This is an optimization exercise on Yosys and OpenROAD, whose aim is small area, a short achievable clock period and few clock cycles per item, not a production implementation. Function was not checked in any run shown here: the RTL went through the layout flow alone. No activity file was given, so power comes from the tool's default toggle rates.

==> flow/design.v, too long to show whole: its modules and the start of the top module <==
// module mag_preamble: 1994 lines
module mag_preamble (
    input  wire        clk,
    input  wire        rst,           
    input  wire        in_valid,
    output wire        in_ready,
    input  wire [7:0]  in_i,
    input  wire [7:0]  in_q,
    output wire        out_valid,
    input  wire        out_ready,
    output wire [15:0] out_mag,
    output wire [3:0]  out_verdict
);
  // ...
==> flow/flow/run.sh <==
#!/bin/bash
bash standard.sh SETUP_SLACK_MARGIN=8.6 CTS_CLUSTER_SIZE=24 CTS_CLUSTER_DIAMETER=100 finish > standard.log 2>&1
==> flow/standard.sh <==
#!/bin/bash
# synth_recipe.tcl (not shown) runs the flow's synth.tcl, then flattens the netlist and writes it again
# the make line also repeats each setting of config.mk as NAME=value (left out here)
make -C /OpenROAD-flow-scripts/flow DESIGN_CONFIG=/design/flow/config.mk WORK_HOME=/design/flow/orfs CLKGATE_MAP_FILE= SYNTH_SCRIPT=/design/flow/synth_recipe.tcl "${@:-finish}"
==> flow/config.mk <==
export PLATFORM = sky130hd
export DESIGN_NAME = mag_preamble
export DESIGN_NICKNAME = mag_preamble
export VERILOG_FILES = /design/flow/design.v
export SDC_FILE = /design/flow/constraint.sdc
export NUM_CORES = 4
export LEC_CHECK = 0
export CAP_MARGIN = 20
export CORE_MARGIN = 2
export CORE_UTILIZATION = 40
export SLEW_MARGIN = 20
==> flow/constraint.sdc <==
create_clock -name core_clock -period 12.0 [get_ports {clk}]
set_input_delay 2.4000 -clock core_clock [delete_from_list [all_inputs] [get_ports {clk}]]
set_output_delay 2.4000 -clock core_clock [all_outputs]
set_load 0.01 [all_outputs]
==> summary.txt, run 1 <==
Run status
  • Status: no timing/DRC/antenna violations

Place
  • Dpl ws: 7.11 ns
  • Placer congestion estimate: 0.809
  • Dpl cells: 5031
  • Cell Area, Placed: 0.0437 sq mm

CTS
  • Max Root-Sink Buffers: 3
  • CTS tree: yes

Critical path
  • Critical path's slowest cell: fa_1
  • WP data required: 12.57 ns
  • Critical path class: register to register
  • Critical path depth in cells: 17
  • Crit path largest cell delay: 0.54 ns
  • Reg2Reg Launch Point: m_mag[3]
  • Critical Path Start Type: register

Floorplan
  • Top Ports: 42
  • Core area: 0.104 sq mm
  • # rows: 118
  • Tapcells: 1380

Synth
  • Simple-gate share of the synthesized area: 9.47%
  • Compound-cell area share of the yosys netlist: 8.99%
  • Number of synthesized register bits: 786
  • Avg Inst Size Synth: 11.3 sq um

Routing
  • Routed met1 length: 36700 microns
  • ANT nets after route: 0
  • Routed len/inst: 15.4 microns
  • First-pass DRT Iterations: 7

Cells and area
  • Commonest cells after routing, fill and taps aside: 532 x nand2_1, 508 x edfxtp_1, 422 x inv_1, 411 x ha_1, 288 x a21oi_1
  • Top cell category: sequential cells
  • Most common cell after layout, fill and taps aside: nand2_1
  • Area of the multi-input gates: 0.0194 sq mm
  • Count of non-CTS buffers in the layout: 139
  • Multi-Input Combinational: 2388
  • Final instance area: 0.0461 sq mm

GRT
  • Gr ovfl total: 0
  • Met3 GRT Util: 1.79%
  • Initial antenna violation count: 0

Timing
  • Slew of the pin with the lowest slew margin: 0.923 ns
  • Fmax: 224 MHz
  • Fin Hold WS: 0.417 ns
  • RSZ-0062 raised after global routing: yes

Flow run
  • Max-cap violation count: 0

Pwr
  • Top pwr grp: combinational logic
==> run 2: changes to the inputs <==
--- a/flow/design.v
+++ b/flow/design.v
@@ -1783,105 +1783,81 @@
     wire padd_G34 = padd_g[16] | (padd_p[16] & padd_G33);
     wire padd_G35 = padd_G9 | (padd_P9 & padd_G33);
     wire [17:0] padd_c = {padd_G34, padd_G33, padd_G32, padd_G31, padd_G30, padd_G29, padd_G28, padd_G27, padd_G26, padd_G21, padd_G20, padd_G19, padd_G18, padd_G11, padd_G10, padd_G1, padd_g0c, 1'b0};
     wire [17:0] padd_s = padd_p ^ padd_c;
     wire padd_co = padd_G35;
     wire c2 = (psum[1] & x[1]) | ((psum[1] ^ x[1]) & psum[0] & x[0]);
     wire mq_h89_s = psum[2] ^ x[2];
     wire mq_h89_c = psum[2] & x[2];
-    wire mq_h90_s = psum[3] ^ x[3];
-    wire mq_h90_c = psum[3] & x[3];
-    wire mq_h91_s = psum[4] ^ x[4];
-    wire mq_h91_c = psum[4] & x[4];
-    wire mq_h92_s = psum[5] ^ x[5];
-    wire mq_h92_c = psum[5] & x[5];
-    wire mq_h93_s = psum[6] ^ x[6];
-    wire mq_h93_c = psum[6] & x[6];
-    wire mq_h94_s = psum[7] ^ x[7];
-    wire mq_h94_c = psum[7] & x[7];
-    wire mq_h95_s = psum[8] ^ x[8];
-    wire mq_h95_c = psum[8] & x[8];
-    wire mq_h96_s = psum[9] ^ x[9];
-    wire mq_h96_c = psum[9] & x[9];
-    wire mq_h97_s = psum[10] ^ x[10];
-    wire mq_h97_c = psum[10] & x[10];
-    wire mq_h98_s = psum[11] ^ x[11];
-    wire mq_h98_c = psum[11] & x[11];
-    wire mq_h99_s = psum[12] ^ x[12];
-    wire mq_h99_c = psum[12] & x[12];
-    wire mq_h100_s = psum[13] ^ x[13];
-    wire mq_h100_c = psum[13] & x[13];
-    wire mq_h101_s = psum[14] ^ x[14];
-    wire mq_h101_c = psum[14] & x[14];
-    wire mq_h102_s = mq_h89_s ^ psum[3];
-    wire mq_h102_c = mq_h89_s & psum[3];
-    wire mq_f103_s = mq_h89_c ^ mq_h90_s ^ psum[4];
-    wire mq_f103_c = (mq_h89_c & mq_h90_s) | (mq_h89_c & psum[4]) | (mq_h90_s & psum[4]);
-    wire mq_f104_s = mq_h90_c ^ mq_h91_s ^ psum[5];
-    wire mq_f104_c = (mq_h90_c & mq_h91_s) | (mq_h90_c & psum[5]) | (mq_h91_s & psum[5]);
-    wire mq_f105_s = mq_h91_c ^ mq_h92_s ^ psum[6];
-    wire mq_f105_c = (mq_h91_c & mq_h92_s) | (mq_h91_c & psum[6]) | (mq_h92_s & psum[6]);
-    wire mq_f106_s = mq_h92_c ^ mq_h93_s ^ psum[7];
-    wire mq_f106_c = (mq_h92_c & mq_h93_s) | (mq_h92_c & psum[7]) | (mq_h93_s & psum[7]);
-    wire mq_f107_s = mq_h93_c ^ mq_h94_s ^ psum[8];
-    wire mq_f107_c = (mq_h93_c & mq_h94_s) | (mq_h93_c & psum[8]) | (mq_h94_s & psum[8]);
-    wire mq_f108_s = mq_h94_c ^ mq_h95_s ^ psum[9];
-    wire mq_f108_c = (mq_h94_c & mq_h95_s) | (mq_h94_c & psum[9]) | (mq_h95_s & psum[9]);
-    wire mq_f109_s = mq_h95_c ^ mq_h96_s ^ psum[10];
-    wire mq_f109_c = (mq_h95_c & mq_h96_s) | (mq_h95_c & psum[10]) | (mq_h96_s & psum[10]);
-    wire mq_f110_s = mq_h96_c ^ mq_h97_s ^ psum[11];
-    wire mq_f110_c = (mq_h96_c & mq_h97_s) | (mq_h96_c & psum[11]) | (mq_h97_s & psum[11]);
-    wire mq_f111_s = mq_h97_c ^ mq_h98_s ^ psum[12];
-    wire mq_f111_c = (mq_h97_c & mq_h98_s) | (mq_h97_c & psum[12]) | (mq_h98_s & psum[12]);
-    wire mq_f112_s = mq_h98_c ^ mq_h99_s ^ psum[13];
-    wire mq_f112_c = (mq_h98_c & mq_h99_s) | (mq_h98_c & psum[13]) | (mq_h99_s & psum[13]);
-    wire mq_f113_s = mq_h99_c ^ mq_h100_s ^ psum[14];
-    wire mq_f113_c = (mq_h99_c & mq_h100_s) | (mq_h99_c & psum[14]) | (mq_h100_s & psum[14]);
-    wire mq_f114_s = mq_h100_c ^ mq_h101_s ^ psum[15];
-    wire mq_f114_c = (mq_h100_c & mq_h101_s) | (mq_h100_c & psum[15]) | (mq_h101_s & psum[15]);
-    wire mq_f115_s = mq_h101_c ^ psum[15] ^ x[15];
-    wire mq_f115_c = (mq_h101_c & psum[15]) | (mq_h101_c & x[15]) | (psum[15] & x[15]);
-    wire mq_h116_s = psum[2] ^ x[2];
-    wire mq_h116_c = psum[2] & x[2];
-    wire mq_f117_s = mq_h102_s ^ x[3] ^ c2;
-    wire mq_f117_c = (mq_h102_s & x[3]) | (mq_h102_s & c2) | (x[3] & c2);
-    wire mq_f118_s = mq_h102_c ^ mq_f103_s ^ x[4];
-    wire mq_f118_c = (mq_h102_c & mq_f103_s) | (mq_h102_c & x[4]) | (mq_f103_s & x[4]);
-    wire mq_f119_s = mq_f103_c ^ mq_f104_s ^ x[5];
-    wire mq_f119_c = (mq_f103_c & mq_f104_s) | (mq_f103_c & x[5]) | (mq_f104_s & x[5]);
-    wire mq_f120_s = mq_f104_c ^ mq_f105_s ^ x[6];
-    wire mq_f120_c = (mq_f104_c & mq_f105_s) | (mq_f104_c & x[6]) | (mq_f105_s & x[6]);
-    wire mq_f121_s = mq_f105_c ^ mq_f106_s ^ x[7];
-    wire mq_f121_c = (mq_f105_c & mq_f106_s) | (mq_f105_c & x[7]) | (mq_f106_s & x[7]);
-    wire mq_f122_s = mq_f106_c ^ mq_f107_s ^ x[8];
-    wire mq_f122_c = (mq_f106_c & mq_f107_s) | (mq_f106_c & x[8]) | (mq_f107_s & x[8]);
-    wire mq_f123_s = mq_f107_c ^ mq_f108_s ^ x[9];
-    wire mq_f123_c = (mq_f107_c & mq_f108_s) | (mq_f107_c & x[9]) | (mq_f108_s & x[9]);
-    wire mq_f124_s = mq_f108_c ^ mq_f109_s ^ x[10];
-    wire mq_f124_c = (mq_f108_c & mq_f109_s) | (mq_f108_c & x[10]) | (mq_f109_s & x[10]);
-    wire mq_f125_s = mq_f109_c ^ mq_f110_s ^ x[11];
-    wire mq_f125_c = (mq_f109_c & mq_f110_s) | (mq_f109_c & x[11]) | (mq_f110_s & x[11]);
-    wire mq_f126_s = mq_f110_c ^ mq_f111_s ^ x[12];
-    wire mq_f126_c = (mq_f110_c & mq_f111_s) | (mq_f110_c & x[12]) | (mq_f111_s & x[12]);
-    wire mq_f127_s = mq_f111_c ^ mq_f112_s ^ x[13];
-    wire mq_f127_c = (mq_f111_c & mq_f112_s) | (mq_f111_c & x[13]) | (mq_f112_s & x[13]);
-    wire mq_f128_s = mq_f112_c ^ mq_f113_s ^ x[14];
-    wire mq_f128_c = (mq_f112_c & mq_f113_s) | (mq_f112_c & x[14]) | (mq_f113_s & x[14]);
-    wire mq_f129_s = mq_f113_c ^ mq_f114_s ^ x[15];
-    wire mq_f129_c = (mq_f113_c & mq_f114_s) | (mq_f113_c & x[15]) | (mq_f114_s & x[15]);
-    wire mq_f130_s = mq_f114_c ^ mq_f115_s ^ psum[16];
-    wire mq_f130_c = (mq_f114_c & mq_f115_s) | (mq_f114_c & psum[16]) | (mq_f115_s & psum[16]);
-    wire mq_f131_s = mq_f115_c ^ psum[16] ^ psum[17];
-    wire mq_f131_c = (mq_f115_c & psum[16]) | (mq_f115_c & psum[17]) | (psum[16] & psum[17]);
-    wire [17:0] m3add_a = {1'b0, mq_f131_c, mq_f130_c, mq_f129_c, mq_f128_c, mq_f127_c, mq_f126_c, mq_f125_c, mq_f124_c, mq_f123_c, mq_f122_c, mq_f121_c, mq_f120_c, mq_f119_c, mq_f118_c, mq_f117_c, mq_h116_c, mq_h116_s};
-    wire [17:0] m3add_b = {1'b0, psum[17], mq_f131_s, mq_f130_s, mq_f129_s, mq_f128_s, mq_f127_s, mq_f126_s, mq_f125_s, mq_f124_s, mq_f123_s, mq_f122_s, mq_f121_s, mq_f120_s, mq_f119_s, mq_f118_s, mq_f117_s, c2};
+    wire mq_f90_s = psum[2] ^ x[2] ^ psum[3];
+    wire mq_f90_c = (psum[2] & x[2]) | (psum[2] & psum[3]) | (x[2] & psum[3]);
+    wire mq_f91_s = psum[3] ^ x[3] ^ psum[4];
+    wire mq_f91_c = (psum[3] & x[3]) | (psum[3] & psum[4]) | (x[3] & psum[4]);
+    wire mq_f92_s = psum[4] ^ x[4] ^ psum[5];
+    wire mq_f92_c = (psum[4] & x[4]) | (psum[4] & psum[5]) | (x[4] & psum[5]);
+    wire mq_f93_s = psum[5] ^ x[5] ^ psum[6];
+    wire mq_f93_c = (psum[5] & x[5]) | (psum[5] & psum[6]) | (x[5] & psum[6]);
+    wire mq_f94_s = psum[6] ^ x[6] ^ psum[7];
+    wire mq_f94_c = (psum[6] & x[6]) | (psum[6] & psum[7]) | (x[6] & psum[7]);
+    wire mq_f95_s = psum[7] ^ x[7] ^ psum[8];
+    wire mq_f95_c = (psum[7] & x[7]) | (psum[7] & psum[8]) | (x[7] & psum[8]);
+    wire mq_f96_s = psum[8] ^ x[8] ^ psum[9];
+    wire mq_f96_c = (psum[8] & x[8]) | (psum[8] & psum[9]) | (x[8] & psum[9]);
+    wire mq_f97_s = psum[9] ^ x[9] ^ psum[10];
+    wire mq_f97_c = (psum[9] & x[9]) | (psum[9] & psum[10]) | (x[9] & psum[10]);
+    wire mq_f98_s = psum[10] ^ x[10] ^ psum[11];
+    wire mq_f98_c = (psum[10] & x[10]) | (psum[10] & psum[11]) | (x[10] & psum[11]);
+    wire mq_f99_s = psum[11] ^ x[11] ^ psum[12];
+    wire mq_f99_c = (psum[11] & x[11]) | (psum[11] & psum[12]) | (x[11] & psum[12]);
+    wire mq_f100_s = psum[12] ^ x[12] ^ psum[13];
+    wire mq_f100_c = (psum[12] & x[12]) | (psum[12] & psum[13]) | (x[12] & psum[13]);
+    wire mq_f101_s = psum[13] ^ x[13] ^ psum[14];
+    wire mq_f101_c = (psum[13] & x[13]) | (psum[13] & psum[14]) | (x[13] & psum[14]);
+    wire mq_f102_s = psum[14] ^ x[14] ^ psum[15];
+    wire mq_f102_c = (psum[14] & x[14]) | (psum[14] & psum[15]) | (x[14] & psum[15]);
+    wire mq_h103_s = psum[15] ^ x[15];
+    wire mq_h103_c = psum[15] & x[15];
+    wire mq_h104_s = mq_h89_s ^ c2;
+    wire mq_h104_c = mq_h89_s & c2;
+    wire mq_f105_s = mq_h89_c ^ mq_f90_s ^ x[3];
+    wire mq_f105_c = (mq_h89_c & mq_f90_s) | (mq_h89_c & x[3]) | (mq_f90_s & x[3]);
+    wire mq_f106_s = mq_f90_c ^ mq_f91_s ^ x[4];
+    wire mq_f106_c = (mq_f90_c & mq_f91_s) | (mq_f90_c & x[4]) | (mq_f91_s & x[4]);
+    wire mq_f107_s = mq_f91_c ^ mq_f92_s ^ x[5];
+    wire mq_f107_c = (mq_f91_c & mq_f92_s) | (mq_f91_c & x[5]) | (mq_f92_s & x[5]);
+    wire mq_f108_s = mq_f92_c ^ mq_f93_s ^ x[6];
+    wire mq_f108_c = (mq_f92_c & mq_f93_s) | (mq_f92_c & x[6]) | (mq_f93_s & x[6]);
+    wire mq_f109_s = mq_f93_c ^ mq_f94_s ^ x[7];
+    wire mq_f109_c = (mq_f93_c & mq_f94_s) | (mq_f93_c & x[7]) | (mq_f94_s & x[7]);
+    wire mq_f110_s = mq_f94_c ^ mq_f95_s ^ x[8];
+    wire mq_f110_c = (mq_f94_c & mq_f95_s) | (mq_f94_c & x[8]) | (mq_f95_s & x[8]);
+    wire mq_f111_s = mq_f95_c ^ mq_f96_s ^ x[9];
+    wire mq_f111_c = (mq_f95_c & mq_f96_s) | (mq_f95_c & x[9]) | (mq_f96_s & x[9]);
+    wire mq_f112_s = mq_f96_c ^ mq_f97_s ^ x[10];
+    wire mq_f112_c = (mq_f96_c & mq_f97_s) | (mq_f96_c & x[10]) | (mq_f97_s & x[10]);
+    wire mq_f113_s = mq_f97_c ^ mq_f98_s ^ x[11];
+    wire mq_f113_c = (mq_f97_c & mq_f98_s) | (mq_f97_c & x[11]) | (mq_f98_s & x[11]);
+    wire mq_f114_s = mq_f98_c ^ mq_f99_s ^ x[12];
+    wire mq_f114_c = (mq_f98_c & mq_f99_s) | (mq_f98_c & x[12]) | (mq_f99_s & x[12]);
+    wire mq_f115_s = mq_f99_c ^ mq_f100_s ^ x[13];
+    wire mq_f115_c = (mq_f99_c & mq_f100_s) | (mq_f99_c & x[13]) | (mq_f100_s & x[13]);
+    wire mq_f116_s = mq_f100_c ^ mq_f101_s ^ x[14];
+    wire mq_f116_c = (mq_f100_c & mq_f101_s) | (mq_f100_c & x[14]) | (mq_f101_s & x[14]);
+    wire mq_f117_s = mq_f101_c ^ mq_f102_s ^ x[15];
+    wire mq_f117_c = (mq_f101_c & mq_f102_s) | (mq_f101_c & x[15]) | (mq_f102_s & x[15]);
+    wire mq_f118_s = mq_f102_c ^ mq_h103_s ^ psum[16];
+    wire mq_f118_c = (mq_f102_c & mq_h103_s) | (mq_f102_c & psum[16]) | (mq_h103_s & psum[16]);
+    wire mq_f119_s = mq_h103_c ^ psum[16] ^ psum[17];
+    wire mq_f119_c = (mq_h103_c & psum[16]) | (mq_h103_c & psum[17]) | (psum[16] & psum[17]);
+    wire [17:0] m3add_a = {1'b0, mq_f119_c, mq_f118_c, mq_f117_c, mq_f116_c, mq_f115_c, mq_f114_c, mq_f113_c, mq_f112_c, mq_f111_c, mq_f110_c, mq_f109_c, mq_f108_c, mq_f107_c, mq_f106_c, mq_f105_c, mq_h104_c, mq_h104_s};
+    wire [17:0] m3add_b = {1'b0, psum[17], mq_f119_s, mq_f118_s, mq_f117_s, mq_f116_s, mq_f115_s, mq_f114_s, mq_f113_s, mq_f112_s, mq_f111_s, mq_f110_s, mq_f109_s, mq_f108_s, mq_f107_s, mq_f106_s, mq_f105_s, c2};
     wire [17:0] m3add_p = m3add_a ^ m3add_b;
     wire [17:0] m3add_g = m3add_a & m3add_b;
-    wire m3add_g0c = m3add_g[0] | (m3add_p[0] & 1'b0);
+    wire m3add_g0c = m3add_g[0] | (m3add_p[0] & c2);
     wire m3add_G1 = m3add_g[1] | (m3add_p[1] & m3add_g0c);
     wire m3add_G2 = m3add_g[3] | (m3add_p[3] & m3add_g[2]);
     wire m3add_P2 = m3add_p[3] & m3add_p[2];
     wire m3add_G3 = m3add_g[5] | (m3add_p[5] & m3add_g[4]);
     wire m3add_P3 = m3add_p[5] & m3add_p[4];
     wire m3add_G4 = m3add_g[7] | (m3add_p[7] & m3add_g[6]);
     wire m3add_P4 = m3add_p[7] & m3add_p[6];
     wire m3add_G5 = m3add_g[9] | (m3add_p[9] & m3add_g[8]);
@@ -1925,17 +1901,17 @@
     wire m3add_G28 = m3add_G14 | (m3add_P14 & m3add_G21);
     wire m3add_G29 = m3add_G15 | (m3add_P15 & m3add_G21);
     wire m3add_G30 = m3add_G22 | (m3add_P22 & m3add_G21);
     wire m3add_G31 = m3add_G23 | (m3add_P23 & m3add_G21);
     wire m3add_G32 = m3add_G24 | (m3add_P24 & m3add_G21);
     wire m3add_G33 = m3add_G25 | (m3add_P25 & m3add_G21);
     wire m3add_G34 = m3add_g[16] | (m3add_p[16] & m3add_G33);
     wire m3add_G35 = m3add_G9 | (m3add_P9 & m3add_G33);
-    wire [17:0] m3add_c = {m3add_G34, m3add_G33, m3add_G32, m3add_G31, m3add_G30, m3add_G29, m3add_G28, m3add_G27, m3add_G26, m3add_G21, m3add_G20, m3add_G19, m3add_G18, m3add_G11, m3add_G10, m3add_G1, m3add_g0c, 1'b0};
+    wire [17:0] m3add_c = {m3add_G34, m3add_G33, m3add_G32, m3add_G31, m3add_G30, m3add_G29, m3add_G28, m3add_G27, m3add_G26, m3add_G21, m3add_G20, m3add_G19, m3add_G18, m3add_G11, m3add_G10, m3add_G1, m3add_g0c, c2};
     wire [17:0] m3add_s = m3add_p ^ m3add_c;
     wire m3add_co = m3add_G35;
     always @(posedge clk) begin
         if (rst_w) begin
             h1 <= 16'd0; h2 <= 16'd0; h3 <= 16'd0; h4 <= 16'd0; h5 <= 16'd0;
             h6 <= 16'd0; h7 <= 16'd0; h8 <= 16'd0; h9 <= 16'd0; h10 <= 16'd0;
             psum <= 18'd0;
             m3   <= 18'd0;
==> run 2 against run 1 <==
Largest cell class unchanged. Worst setup slack better by 0.37 ns. Final cell count fell by 0.98%. Die area decreased by 0.72%. Global-route usage hardly changed. Largest power group unchanged. Register-to-register slack better by 0.37 ns. Hold slack about the same. Wire length increased by 0.44%. Via count down 0.13%. Clock power is essentially flat. Cell area fell by 1.1%. Highest routed layer is now met5.
==> summary.txt, run 2 <==
GRT
  • Vias in the first global route: 25.2k
  • All-layer global routing usage: 15.1%
  • Initial antenna violation count: 1 (+1)
  • Gr ovfl total: 0 (unchanged)
  • First-pass GRT wire length: 131000 microns
  • Largest net degree at the start of global routing: 190

Timing
  • Fin Hold WS: 0.417 ns (+0.000317 ns)
  • Final period utilization: 34.1%
  • Fmax: 245 MHz (+9.0%)
  • PnR worst setup slack: 7.91 ns
  • Relative max-transition margin: 24.4%
  • Slew of the pin with the lowest slew margin: 1.13 ns (+0.212 ns)
  • Fin crit period: 4.09 ns
  • Worst Clk Skew: 0.0445 ns
  • Final TNS setup: 0 ns
  • Final Max Slew Viols: 0
  • RSZ-0062 raised after global routing: yes
  • Setup-failing EPs final: 0
  • Fin. Hold Viols: 0

Cells and area
  • Inserted Diodes: 0
  • Area Overhead vs Synth: 9.90%
  • Share of layout cells above drive strength 1: 7.49%
  • Final instance area: 0.0456 sq mm (-1.1%)
  • Max reg flops: 26
  • Most common cell after layout, fill and taps aside: nand2_1
  • Commonest cells after routing, fill and taps aside: 534 x nand2_1, 508 x edfxtp_1, 397 x ha_1, 378 x inv_1, 286 x a21oi_1
  • # fillers: 9611
  • Nets: 4329
  • Largest regs: c_x x26, s1_x x22
  • Top reg by flops: c_x

Pwr
  • Static Leak: 18.7 nW
  • P per Cell Area: 294 mW/mm^2
  • VDD IR max: 0.331 mV

Routing
  • Vias per cell: 4.97
  • DRT iter0 DRCs: 1769
  • DRC viols: 0
  • First-pass DRT Iterations: 5 (-2)
  • Routed len/inst: 15.7 microns (+1.4%)
  • Post-Route WL: 80300 microns
  • Vias: 25.5k
  • ANT nets after route: 0 (unchanged)

Synth
  • Cells after Synth: 3664
  • Ys async rst share: 0%
  • Number of synthesized register bits: 786 (unchanged)
  • Top post-synthesis cells by count: 538 x nand2_1, 508 x edfxtp_1, 407 x ha_1
  • Sequential fraction of the synthesis area: 50.2%
  • YS warnings: 1
  • Post-synthesis adder-cell area fraction: 20.6%
  • Post-synth EDFFs: 508
  • Most common flop cell mapped by yosys: edfxtp_1
  • Post-synth net total: 4264
  • Simple-gate share of the synthesized area: 9.42% (-0.048 points)
  • Main combinational cell family by area after synthesis: adder cells
  • Area of the mapped netlist: 0.0415 sq mm
  • Count of cell types in the netlist: 72
  • Most frequent cell after synthesis: nand2_1
  • Area leader, netlist: edfxtp_1
  • Proportion of netlist area held by the largest area contributor: 36.8%
  • Synth area leaders: edfxtp_1 37%, dfxtp_1 13%, ha_1 12%
  • Mux contribution to synthesized area: 0.534%
  • XOR/XNOR share of the synthesized area: 5.53%
  • Compound-cell area share of the yosys netlist: 9.18% (+0.18 points)
  • Avg Inst Size Synth: 11.3 sq um (+0.55%)

CTS
  • TritonCTS Sinks: 786
  • Htree depth: 2
  • Max Root-Sink Buffers: 3 (unchanged)
  • Total CTS buffers: 40
  • Latest clock arrival within the worst-skew pair: 0.65 ns
  • CTS tree: yes
  • Root Buffer: clkbuf_16
  • Reg clk slew, reported paths: 0.10 ns
  • Hold-fix buffers at CTS: 0

Critical path
  • Number of buffers and inverters on the critical path: 1
  • R2r setup slk: 7.91 ns
  • Critical path depth in cells: 15 (-2)
  • Crit path largest cell delay: 0.56 ns (+0.02 ns)
  • Crit path to: m3[16]
  • WP data required: 12.58 ns (about the same)
  • Worst-case reg-to-reg path depth: 15
  • R2r endpoint: m3[16]
  • Critical Path Start Type: register
  • Critical path class: register to register
  • CP Capture Type: register
  • Critical path's slowest cell: fa_2
  • CP Cell Sequence: fa_2, fa_1, inv_2, fa_2, nor2b_4, o31a_1, o211a_1, o31a_1, o41a_1, a41o_1, o21ai_1, nand2b_1, fa_1, nand2_1, a21oi_1
  • Critical-path maximum fanout: 2
  • Reg2Reg Launch Point: m_mag[2]
  • Worst Path Arrival: 4.67 ns
  • Worst setup startpoint: m_mag[2]
  • Largest delay share family, worst path: adder cells

Place
  • HPWL after DPL: 54900 microns
  • Port-buffer cells: 41
  • Dpl ws: 7.61 ns (+0.497 ns)
  • Placer congestion estimate: 0.810 (+0.14%)
  • Cell Area, Placed: 0.0434 sq mm (-0.69%)

Floorplan
  • Top Ports: 42 (unchanged)
  • Core area: 0.103 sq mm (-0.43%)
  • # rows: 118 (unchanged)
  • Area of the die: 0.106 sq mm
  • Die Span X: 326 microns
  • Starting Density: 40.2%
  • Die Ht: 326 microns

Worst hold path
  • Worst Hold Class: register to register
  • Hold Crit Start: s2_x[8]

Run status
  • Status: no timing/DRC/antenna violations

Flow run
  • Max-cap violation count: 0 (unchanged)
## run 2: cells by family after synthesis
logic type      Yosys count
xor+xnor                262
buf+inv                 500
flops                   786
fa+ha+maj               580
compound gates          619
simple gates            895
mux                      22
## run 2: worst min path at each step
| stage | to | slack, ns | cells after the start |
|---|---|---|---|
| floorplan | b_r0[14] | 0.40 | 0 |
| global route | s8_x[4] | 0.43 | 0 |
| finish | s3_x[8] | 0.42 | 0 |
| global placement | s4_x[10] | 0.40 | 0 |
| CTS | s3_x[8] | 0.42 | 0 |
| detailed placement | s2_x[16] | 0.40 | 0 |
## run 2: routing by layer
| metal | share of wire (%) | global-route usage (%) | vias up |
|---|---|---|---|
| li1 | - | - | 12657 |
| met1 | 44 | 19.2 | 12452 |
| met2 | 51 | 27.2 | 319 |
| met3 | 3.2 | 1.69 | 88 |
| met4 | 2.2 | 4.23 | 2 |
| met5 | 0.016 | 0 | - |
## run 2: metrics by stage
stage / instances / util [%] / power (mW)
3_3_place_gp: 4982 / 42.0 / 11.2
5_1_grt: 5130 / 44.2 / 14.8
4_1_cts: 5085 / 43.6 / 13.3
2_1_floorplan: 3664 / - / 9.94
3_5_place_dp: 4982 / 42.0 / 11.4
6_report: 5130 / 44.2 / 13.4
## run 2: area by class of cell
cell class | instances | area [sq um] | area share [%]
Clock inverter | 11 | 113 | 0.247
Inverter | 383 | 1440 | 3.16
Sequential cell | 786 | 20900 | 45.8
Clock buffer | 52 | 1050 | 2.29
Tap cell | 1380 | 1730 | 3.79
Timing Repair Buffer | 137 | 1220 | 2.68
Multi-Input combinational cell | 2381 | 19200 | 42.1
## run 2: what timing repair did
item                       CTS  global route
setup endpoints to repair   85           157
resized for setup          164            53
cloned                       3             0
setup buffers               37            45
pin swaps                   22            47
## run 2: power by group
part | internal [mW] | total (mW) | switching, mW | leakage (nW)
registers | 4.45 | 5.00 | 0.554 | 7.65
logic | 3.40 | 6.88 | 3.48 | 10.4
clock network | 0.635 | 1.53 | 0.898 | 0.564
total | 8.49 | 13.4 | 4.94 | 18.7

-- re-timing with driven ports --
In the flow no input, the clock included, has a driving cell. The finished layouts below were timed again as built, in two steps.
Step 1 assumes that a clkbuf_16 drives the clock port and a buf_2 every other input.
Step 2 also shifts input and output timing later by t, the mid clock arrival at the registers, as if the neighbouring blocks saw the same clock.
Three values: ideal, step 1, step 2; two values: the first two.
run	t (ns)	setup WS [ns]	worst register clock-pin slew, ns	worst data-port slew with drivers (ns)	pins driven straight from the clock port
run 1	0.681	7.546 / 7.546 / 7.546	0.10 / 0.10	0.04	1
run 2	0.696	7.913 / 7.913 / 7.913	0.11 / 0.11	0.11	1
After both steps setup and hold are still met in every run listed.
